What follows belongs to an exercise in optimizing a design on an open flow for small area; a production flow would make more cautious choices.
The RTL was checked by simulation tests, not by an equivalence proof against the original design.

==> 11-19 <==
Design bitbang_core, start of the top module:
module bitbang_core (
    input  wire        clk,
    input  wire        rst,           
    input  wire [10:0] host_addr,     
    input  wire        host_we,
    input  wire [31:0] host_wdata,
    input  wire        host_re,
    output reg  [31:0] host_rdata,    
    output wire        busy,
    output wire        ev_valid,
    output wire [1:0]  ev_kind,       
    output wire [2:0]  ev_role,
    output wire        ev_level,
    output wire [31:0] ev_dur,
    input  wire        ev_ack,
    input  wire        ev_fault,
    input  wire [7:0]  ev_info,
    input  wire        ev_rlevel
);
Settings: LEC_CHECK=0, CAP_MARGIN=20, CORE_MARGIN=2, CORE_UTILIZATION=70, PLACE_DENSITY=0.8, SLEW_MARGIN=20, SYNTH_HIERARCHICAL=1; clock period 10.0 ns.
standard.sh (not shown) runs the stock make flow with config.mk's settings and CLKGATE_MAP_FILE= SYNTH_SCRIPT=/design/flow/synth_recipe.tcl, a recipe that flattens the netlist after the stock synthesis.
==> flow/flow/run.sh <==
#!/bin/bash
# The standard layout (the standard.sh, unchanged synthesis), with two
# options passed to ORFS through its environment:
# - clock tree: clkbuf_16 sink clusters of at most 30 flip-flops within 50 um,
#   without the dummy loads CTS adds to balance the tree;
# - port buffers: sky130_fd_sc_hd__buf_1.
set -euo pipefail
export CTS_ARGS="-sink_clustering_enable -repair_clock_nets -sink_clustering_size 30 -sink_clustering_max_diameter 50 -buf_list sky130_fd_sc_hd__clkbuf_16 -dont_use_dummy_load"
export BUFFER_PORTS_ARGS="-buffer_cell sky130_fd_sc_hd__buf_1"
bash standard.sh > flow.log 2>&1
==> inputs of 09-17, as changes to 11-19 <==
--- a/flow/design.v
+++ b/flow/design.v
@@ -2,18 +2,18 @@
     input  wire [2:0] a,
     input  wire [2:0] s,
     output wire       y
 );
     assign y = ~((a[0] & s[0]) | (a[1] & s[1]) | (a[2] & s[2]));
 endmodule
-module bb_nor2 (
+module bb_and2 (
     input  wire a,
     input  wire b,
     output wire y
 );
-    assign y = ~(a | b);
+    assign y = a & b;
 endmodule
 module bb_aoi22 (
     input  wire [1:0] a,
     input  wire [1:0] s,
     output wire       y
 );
@@ -316,49 +316,71 @@
             OP_SPI_INIT:  c_rate_bad = spi_bad;
             OP_I2C_INIT:  c_rate_bad = i2c_bad;
             OP_SER_INIT:  c_rate_bad = ser_bad;
             default:      c_rate_bad = xl_bad;
         endcase
     end
-    wire        host_bufrd = host_re & host_addr[10];
-    wire        port_seq   = st_busy & ~host_bufrd;
-    wire [7:0]  b_idx      = port_seq ? bidx : host_addr[9:2];
-    wire        b_we       = (hw & host_addr[10]) | (port_seq & mwr);
-    reg  [7:0]  b_rd;
-    wire [7:0]  b_wd       = rst ? 8'd0 : (~b_we ? b_rd : (st_busy ? sh : host_wdata[7:0]));
-    reg  [15:0] b_pa_n, b_pb_n;
+    wire [7:0]  b_idx      = st_busy ? bidx : host_addr[9:2];
+    wire        b_we       = (hw & host_addr[10]) | (st_busy & mwr);
+    reg  [7:0]  s_rd;
+    wire [7:0]  b_wd       = rst ? 8'd0 : (~b_we ? s_rd : (st_busy ? sh : host_wdata[7:0]));
+    reg  [15:0] b_pa, b_pb;
     always @(*) begin : pdec
         integer i;
         for (i = 0; i < 16; i = i + 1) begin
-            b_pa_n[i] = ~(rst | (b_idx[3:0] == i[3:0]));
-            b_pb_n[i] = ~(rst | (b_idx[7:4] == i[3:0]));
+            b_pa[i] = rst | (b_idx[3:0] == i[3:0]);
+            b_pb[i] = rst | (b_idx[7:4] == i[3:0]);
         end
     end
     wire [255:0] b_sel;
+    reg  [15:0] h_pa, h_pb;
+    always @(*) begin : hdec
+        integer i;
+        for (i = 0; i < 16; i = i + 1) begin
+            h_pa[i] = (host_addr[5:2] == i[3:0]);
+            h_pb[i] = (host_addr[9:6] == i[3:0]);
+        end
+    end
+    wire [255:0] h_sel;
+    reg  [7:0]   b_rd;
     wire [2047:0] b_flat;
     genvar gi, gb;
     generate
         for (gi = 0; gi < 256; gi = gi + 1) begin : g_buf
             reg [7:0] m;
             always @(posedge clk)
                 if (b_sel[gi])
                     m <= b_wd;
             assign b_flat[gi*8 +: 8] = m;
         end
         for (gi = 0; gi < 256; gi = gi + 1) begin : g_dec
-            bb_nor2 u_d (.a(b_pa_n[gi % 16]), .b(b_pb_n[gi / 16]), .y(b_sel[gi]));
+            bb_and2 u_d (.a(b_pa[gi % 16]), .b(b_pb[gi / 16]), .y(b_sel[gi]));
         end
         for (gb = 0; gb < 8; gb = gb + 1) begin : g_rd
             wire [85:0] y;
             for (gi = 0; gi < 85; gi = gi + 1) begin : g_t
                 bb_aoi222 u_t (
                     .a({b_flat[(3*gi+2)*8+gb], b_flat[(3*gi+1)*8+gb], b_flat[(3*gi)*8+gb]}),
                     .s(b_sel[3*gi+2:3*gi]),
                     .y(y[gi]));
             end
             assign y[85] = ~(b_flat[255*8+gb] & b_sel[255]);
+            always @(*) s_rd[gb] = ~&y;
+        end
+        for (gi = 0; gi < 256; gi = gi + 1) begin : g_hdec
+            bb_and2 u_d (.a(h_pa[gi % 16]), .b(h_pb[gi / 16]), .y(h_sel[gi]));
+        end
+        for (gb = 0; gb < 8; gb = gb + 1) begin : g_hrd
+            wire [85:0] y;
+            for (gi = 0; gi < 85; gi = gi + 1) begin : g_t
+                bb_aoi222 u_t (
+                    .a({b_flat[(3*gi+2)*8+gb], b_flat[(3*gi+1)*8+gb], b_flat[(3*gi)*8+gb]}),
+                    .s(h_sel[3*gi+2:3*gi]),
+                    .y(y[gi]));
+            end
+            assign y[85] = ~(b_flat[255*8+gb] & h_sel[255]);
             always @(*) b_rd[gb] = ~&y;
         end
     endgenerate
     wire        rd_reg = aligned & ~rst & (host_addr[10:7] == 4'd0);
     wire        rs_st  = rd_reg & (host_addr[6:2] == 5'h01);
     wire        rs_pe  = rd_reg & (host_addr[6:2] == 5'h02);
@@ -661,29 +683,25 @@
                             end
                             default: st_busy <= 1'b1;    
                         endcase
                     end
                 end
             end else if (mwr) begin
-                if (port_seq) begin
-                    mwr  <= 1'b0;
-                    bidx <= bidx + 8'd1;
-                    if (f_spi) begin
-                        cnta <= cnta - 8'd1;
-                        if (cnta == 8'd1) finish(E_OK);
-                        else mrd <= 1'b1;
-                    end else begin
-                        cntb <= cntb - 8'd1;
-                        if (cntb == 8'd1) ph <= PH_STOP;
-                    end
+                mwr  <= 1'b0;
+                bidx <= bidx + 8'd1;
+                if (f_spi) begin
+                    cnta <= cnta - 8'd1;
+                    if (cnta == 8'd1) finish(E_OK);
+                    else mrd <= 1'b1;
+                end else begin
+                    cntb <= cntb - 8'd1;
+                    if (cntb == 8'd1) ph <= PH_STOP;
                 end
             end else if (mrd) begin
-                if (port_seq) begin
-                    mrd <= 1'b0;
-                    sh  <= b_rd;
-                end
+                mrd <= 1'b0;
+                sh  <= s_rd;
             end else if (f_init) begin
                 if (dvp) begin
                     dph <= ~dph;
                     dbl <= dv_blo;
                     if (dph) begin
                         bidx <= bidx + 8'd1;
==> flow/flow/run.sh (replaced) <==
#!/bin/bash
# The standard layout (the standard.sh, unchanged synthesis), with two
# options passed to ORFS through its environment:
# - clock tree: clkbuf_16 sink clusters of at most 26 flip-flops within 90 um,
#   without the dummy loads CTS adds to balance the tree;
# - port buffers: sky130_fd_sc_hd__buf_1.
set -euo pipefail
export CTS_ARGS="-sink_clustering_enable -repair_clock_nets -sink_clustering_size 26 -sink_clustering_max_diameter 90 -buf_list sky130_fd_sc_hd__clkbuf_16 -dont_use_dummy_load"
export BUFFER_PORTS_ARGS="-buffer_cell sky130_fd_sc_hd__buf_1"
bash standard.sh > flow.log 2>&1
- CORE_UTILIZATION: 70 -> 55
- PLACE_DENSITY: 0.8 -> 0.65
==> inputs of 03-20, as changes to 11-19 <==
--- a/flow/design.v
+++ b/flow/design.v
@@ -2,18 +2,18 @@
     input  wire [2:0] a,
     input  wire [2:0] s,
     output wire       y
 );
     assign y = ~((a[0] & s[0]) | (a[1] & s[1]) | (a[2] & s[2]));
 endmodule
-module bb_nor2 (
+module bb_and2 (
     input  wire a,
     input  wire b,
     output wire y
 );
-    assign y = ~(a | b);
+    assign y = a & b;
 endmodule
 module bb_aoi22 (
     input  wire [1:0] a,
     input  wire [1:0] s,
     output wire       y
 );
@@ -322,18 +322,18 @@
     wire        host_bufrd = host_re & host_addr[10];
     wire        port_seq   = st_busy & ~host_bufrd;
     wire [7:0]  b_idx      = port_seq ? bidx : host_addr[9:2];
     wire        b_we       = (hw & host_addr[10]) | (port_seq & mwr);
     reg  [7:0]  b_rd;
     wire [7:0]  b_wd       = rst ? 8'd0 : (~b_we ? b_rd : (st_busy ? sh : host_wdata[7:0]));
-    reg  [15:0] b_pa_n, b_pb_n;
+    reg  [15:0] b_pa, b_pb;
     always @(*) begin : pdec
         integer i;
         for (i = 0; i < 16; i = i + 1) begin
-            b_pa_n[i] = ~(rst | (b_idx[3:0] == i[3:0]));
-            b_pb_n[i] = ~(rst | (b_idx[7:4] == i[3:0]));
+            b_pa[i] = rst | (b_idx[3:0] == i[3:0]);
+            b_pb[i] = rst | (b_idx[7:4] == i[3:0]);
         end
     end
     wire [255:0] b_sel;
     wire [2047:0] b_flat;
     genvar gi, gb;
     generate
@@ -342,13 +342,13 @@
             always @(posedge clk)
                 if (b_sel[gi])
                     m <= b_wd;
             assign b_flat[gi*8 +: 8] = m;
         end
         for (gi = 0; gi < 256; gi = gi + 1) begin : g_dec
-            bb_nor2 u_d (.a(b_pa_n[gi % 16]), .b(b_pb_n[gi / 16]), .y(b_sel[gi]));
+            bb_and2 u_d (.a(b_pa[gi % 16]), .b(b_pb[gi / 16]), .y(b_sel[gi]));
         end
         for (gb = 0; gb < 8; gb = gb + 1) begin : g_rd
             wire [85:0] y;
             for (gi = 0; gi < 85; gi = gi + 1) begin : g_t
                 bb_aoi222 u_t (
                     .a({b_flat[(3*gi+2)*8+gb], b_flat[(3*gi+1)*8+gb], b_flat[(3*gi)*8+gb]}),
==> flow/flow/run.sh (replaced) <==
#!/bin/bash
# The standard layout (the standard.sh, unchanged synthesis), with two
# options passed to ORFS through its environment:
# - clock tree: clkbuf_16 sink clusters of at most 27 flip-flops within 85 um,
#   without the dummy loads CTS adds to balance the tree;
# - port buffers: sky130_fd_sc_hd__buf_1.
set -euo pipefail
export CTS_ARGS="-sink_clustering_enable -repair_clock_nets -sink_clustering_size 27 -sink_clustering_max_diameter 85 -buf_list sky130_fd_sc_hd__clkbuf_16 -dont_use_dummy_load"
export BUFFER_PORTS_ARGS="-buffer_cell sky130_fd_sc_hd__buf_1"
bash standard.sh > flow.log 2>&1
==> inputs of 01-04, as changes to 11-19 <==
--- a/flow/design.v
+++ b/flow/design.v
@@ -9,12 +9,19 @@
     input  wire a,
     input  wire b,
     output wire y
 );
     assign y = ~(a | b);
 endmodule
+module bb_and2 (
+    input  wire a,
+    input  wire b,
+    output wire y
+);
+    assign y = a & b;
+endmodule
 module bb_aoi22 (
     input  wire [1:0] a,
     input  wire [1:0] s,
     output wire       y
 );
     assign y = ~((a[0] & s[0]) | (a[1] & s[1]));
@@ -316,49 +323,71 @@
             OP_SPI_INIT:  c_rate_bad = spi_bad;
             OP_I2C_INIT:  c_rate_bad = i2c_bad;
             OP_SER_INIT:  c_rate_bad = ser_bad;
             default:      c_rate_bad = xl_bad;
         endcase
     end
-    wire        host_bufrd = host_re & host_addr[10];
-    wire        port_seq   = st_busy & ~host_bufrd;
-    wire [7:0]  b_idx      = port_seq ? bidx : host_addr[9:2];
-    wire        b_we       = (hw & host_addr[10]) | (port_seq & mwr);
-    reg  [7:0]  b_rd;
-    wire [7:0]  b_wd       = rst ? 8'd0 : (~b_we ? b_rd : (st_busy ? sh : host_wdata[7:0]));
-    reg  [15:0] b_pa_n, b_pb_n;
+    wire [7:0]  b_idx      = st_busy ? bidx : host_addr[9:2];
+    wire        b_we       = (hw & host_addr[10]) | (st_busy & mwr);
+    reg  [7:0]  s_rd;
+    wire [7:0]  b_wd       = rst ? 8'd0 : (~b_we ? s_rd : (st_busy ? sh : host_wdata[7:0]));
+    reg  [15:0] b_pa, b_pb;
     always @(*) begin : pdec
         integer i;
         for (i = 0; i < 16; i = i + 1) begin
-            b_pa_n[i] = ~(rst | (b_idx[3:0] == i[3:0]));
-            b_pb_n[i] = ~(rst | (b_idx[7:4] == i[3:0]));
+            b_pa[i] = rst | (b_idx[3:0] == i[3:0]);
+            b_pb[i] = rst | (b_idx[7:4] == i[3:0]);
         end
     end
     wire [255:0] b_sel;
+    reg  [15:0] h_pa_n, h_pb_n;
+    always @(*) begin : hdec
+        integer i;
+        for (i = 0; i < 16; i = i + 1) begin
+            h_pa_n[i] = (host_addr[5:2] != i[3:0]);
+            h_pb_n[i] = (host_addr[9:6] != i[3:0]);
+        end
+    end
+    wire [255:0] h_sel;
+    reg  [7:0]   b_rd;
     wire [2047:0] b_flat;
     genvar gi, gb;
     generate
         for (gi = 0; gi < 256; gi = gi + 1) begin : g_buf
             reg [7:0] m;
             always @(posedge clk)
                 if (b_sel[gi])
                     m <= b_wd;
             assign b_flat[gi*8 +: 8] = m;
         end
         for (gi = 0; gi < 256; gi = gi + 1) begin : g_dec
-            bb_nor2 u_d (.a(b_pa_n[gi % 16]), .b(b_pb_n[gi / 16]), .y(b_sel[gi]));
+            bb_and2 u_d (.a(b_pa[gi % 16]), .b(b_pb[gi / 16]), .y(b_sel[gi]));
         end
         for (gb = 0; gb < 8; gb = gb + 1) begin : g_rd
             wire [85:0] y;
             for (gi = 0; gi < 85; gi = gi + 1) begin : g_t
                 bb_aoi222 u_t (
                     .a({b_flat[(3*gi+2)*8+gb], b_flat[(3*gi+1)*8+gb], b_flat[(3*gi)*8+gb]}),
                     .s(b_sel[3*gi+2:3*gi]),
                     .y(y[gi]));
             end
             assign y[85] = ~(b_flat[255*8+gb] & b_sel[255]);
+            always @(*) s_rd[gb] = ~&y;
+        end
+        for (gi = 0; gi < 256; gi = gi + 1) begin : g_hdec
+            bb_nor2 u_d (.a(h_pa_n[gi % 16]), .b(h_pb_n[gi / 16]), .y(h_sel[gi]));
+        end
+        for (gb = 0; gb < 8; gb = gb + 1) begin : g_hrd
+            wire [85:0] y;
+            for (gi = 0; gi < 85; gi = gi + 1) begin : g_t
+                bb_aoi222 u_t (
+                    .a({b_flat[(3*gi+2)*8+gb], b_flat[(3*gi+1)*8+gb], b_flat[(3*gi)*8+gb]}),
+                    .s(h_sel[3*gi+2:3*gi]),
+                    .y(y[gi]));
+            end
+            assign y[85] = ~(b_flat[255*8+gb] & h_sel[255]);
             always @(*) b_rd[gb] = ~&y;
         end
     endgenerate
     wire        rd_reg = aligned & ~rst & (host_addr[10:7] == 4'd0);
     wire        rs_st  = rd_reg & (host_addr[6:2] == 5'h01);
     wire        rs_pe  = rd_reg & (host_addr[6:2] == 5'h02);
@@ -661,29 +690,25 @@
                             end
                             default: st_busy <= 1'b1;    
                         endcase
                     end
                 end
             end else if (mwr) begin
-                if (port_seq) begin
-                    mwr  <= 1'b0;
-                    bidx <= bidx + 8'd1;
-                    if (f_spi) begin
-                        cnta <= cnta - 8'd1;
-                        if (cnta == 8'd1) finish(E_OK);
-                        else mrd <= 1'b1;
-                    end else begin
-                        cntb <= cntb - 8'd1;
-                        if (cntb == 8'd1) ph <= PH_STOP;
-                    end
+                mwr  <= 1'b0;
+                bidx <= bidx + 8'd1;
+                if (f_spi) begin
+                    cnta <= cnta - 8'd1;
+                    if (cnta == 8'd1) finish(E_OK);
+                    else mrd <= 1'b1;
+                end else begin
+                    cntb <= cntb - 8'd1;
+                    if (cntb == 8'd1) ph <= PH_STOP;
                 end
             end else if (mrd) begin
-                if (port_seq) begin
-                    mrd <= 1'b0;
-                    sh  <= b_rd;
-                end
+                mrd <= 1'b0;
+                sh  <= s_rd;
             end else if (f_init) begin
                 if (dvp) begin
                     dph <= ~dph;
                     dbl <= dv_blo;
                     if (dph) begin
                         bidx <= bidx + 8'd1;
==> flow/flow/run.sh (replaced) <==
#!/bin/bash
# The standard layout (the standard.sh, unchanged synthesis), with two
# options passed to ORFS through its environment:
# - clock tree: clkbuf_16 sink clusters of at most 28 flip-flops within 95 um,
#   without the dummy loads CTS adds to balance the tree;
# - port buffers: sky130_fd_sc_hd__buf_1.
set -euo pipefail
export CTS_ARGS="-sink_clustering_enable -repair_clock_nets -sink_clustering_size 28 -sink_clustering_max_diameter 95 -buf_list sky130_fd_sc_hd__clkbuf_16 -dont_use_dummy_load"
export BUFFER_PORTS_ARGS="-buffer_cell sky130_fd_sc_hd__buf_1"
bash standard.sh > flow.log 2>&1
- CORE_UTILIZATION: 70 -> 60
- PLACE_DENSITY: 0.8 -> 0.7
==> impl_results.html <==
<table>
<tr><th>Metric</th><th>Value</th></tr>
<tr><th colspan="2">Status</th></tr>
<tr><td>Status</td><td>finished clean</td></tr>
<tr><th colspan="2">Drt</th></tr>
<tr><td>First-pass DRT Iterations</td><td>17</td></tr>
<tr><td>Via total after detailed routing</td><td>about 78k</td></tr>
<tr><th colspan="2">Final layout</th></tr>
<tr><td>Register area</td><td>about 74000 sq um</td></tr>
<tr><td>Finished Cell Area</td><td>112000 sq um</td></tr>
<tr><td>Relative area of clock buffers and inverters in the final design</td><td>2.30%</td></tr>
<tr><th colspan="2">Synth</th></tr>
<tr><td>Area fraction of the dominant cell type after synthesis</td><td>69.5%</td></tr>
<tr><th colspan="2">Setup path</th></tr>
<tr><td>Start of the worst register-to-register path</td><td>op[0]</td></tr>
</table>
the above is filed under 01-04

==> impl_results.html <==
<table>
<tr><th>Metric</th><th>Value</th></tr>
<tr><th colspan="2">Drt</th></tr>
<tr><td>First-pass DRT Iterations</td><td>15</td></tr>
<tr><td>Via total after detailed routing</td><td>59.9k</td></tr>
<tr><th colspan="2">Synth</th></tr>
<tr><td>Area fraction of the dominant cell type after synthesis</td><td>76.9%</td></tr>
<tr><th colspan="2">Status</th></tr>
<tr><td>Status</td><td>finished clean</td></tr>
<tr><th colspan="2">Setup path</th></tr>
<tr><td>Start of the worst register-to-register path</td><td>op[0]</td></tr>
<tr><th colspan="2">Final layout</th></tr>
<tr><td>Register area</td><td>around 74000 sq um</td></tr>
<tr><td>Finished Cell Area</td><td>~100000 sq um</td></tr>
</table>
the above is filed under 11-19

==> impl_results.html <==
<table>
<tr><th>Metric</th><th>Value</th></tr>
<tr><th colspan="2">Final layout</th></tr>
<tr><td>Relative area of clock buffers and inverters in the final design</td><td>2.56%</td></tr>
<tr><td>Finished Cell Area</td><td>just over 100000 sq um</td></tr>
<tr><th colspan="2">Setup path</th></tr>
<tr><td>Start of the worst register-to-register path</td><td>op[2]</td></tr>
<tr><th colspan="2">Drt</th></tr>
<tr><td>First-pass DRT Iterations</td><td>17</td></tr>
<tr><th colspan="2">Status</th></tr>
<tr><td>Status</td><td>finished clean</td></tr>
</table>
the above is filed under 03-20

==> impl_results.html <==
<table>
<tr><th>Metric</th><th>Value</th></tr>
<tr><th colspan="2">Drt</th></tr>
<tr><td>First-pass DRT Iterations</td><td>17</td></tr>
<tr><td>Via total after detailed routing</td><td>77.4k</td></tr>
<tr><th colspan="2">Final layout</th></tr>
<tr><td>Relative area of clock buffers and inverters in the final design</td><td>2.53%</td></tr>
<tr><td>Finished Cell Area</td><td>around 110000 sq um</td></tr>
<tr><th colspan="2">Status</th></tr>
<tr><td>Status</td><td>finished clean</td></tr>
<tr><th colspan="2">Setup path</th></tr>
<tr><td>Start of the worst register-to-register path</td><td>op[0]</td></tr>
<tr><th colspan="2">Synth</th></tr>
<tr><td>Area fraction of the dominant cell type after synthesis</td><td>roughly 69%</td></tr>
</table>
the above is filed under 09-17

-- separate check: timing with driven ports --
The flow's constraints put no driver on any port. The routed layouts listed below were extracted and timed again, unchanged, in two steps.
Step 1: set_driving_cell puts a clkbuf_16 on clk and a buf_2 on each other input, an assumption about the parent block.
Step 2, shift: input delay + t, output delay - t, t = (earliest + latest rising clock arrival at the registers) / 2. This alone moves slack from input paths to output paths.
a / b / c = ideal / step 1 / step 2; a / b = the first two.
run | shift t [ns] | setup slack, ns | latest minus earliest clock arrival (ns) | worst register clock-pin slew, ns | worst data-port slew with drivers (ns)
11-19 | 0.885 | 0.805 / 0.805 / 0.805 | 0.094 / 0.094 | 0.10 / 0.10 | 0.15
09-17 | 0.868 | 0.955 / 0.955 / 0.741 | 0.117 / 0.118 | 0.11 / 0.11 | 0.19
03-20 | 0.814 | 0.986 / 0.986 / 0.986 | 0.093 / 0.092 | 0.11 / 0.11 | 0.16
01-04 | 0.862 | 1.166 / 1.166 / 1.153 | 0.102 / 0.102 | 0.12 / 0.12 | 0.15
After both steps every run listed still meets setup and hold. For 09-17, which loses most, drivers alone change the setup slack by 0.000 ns; drivers and shift together by -0.214 ns.
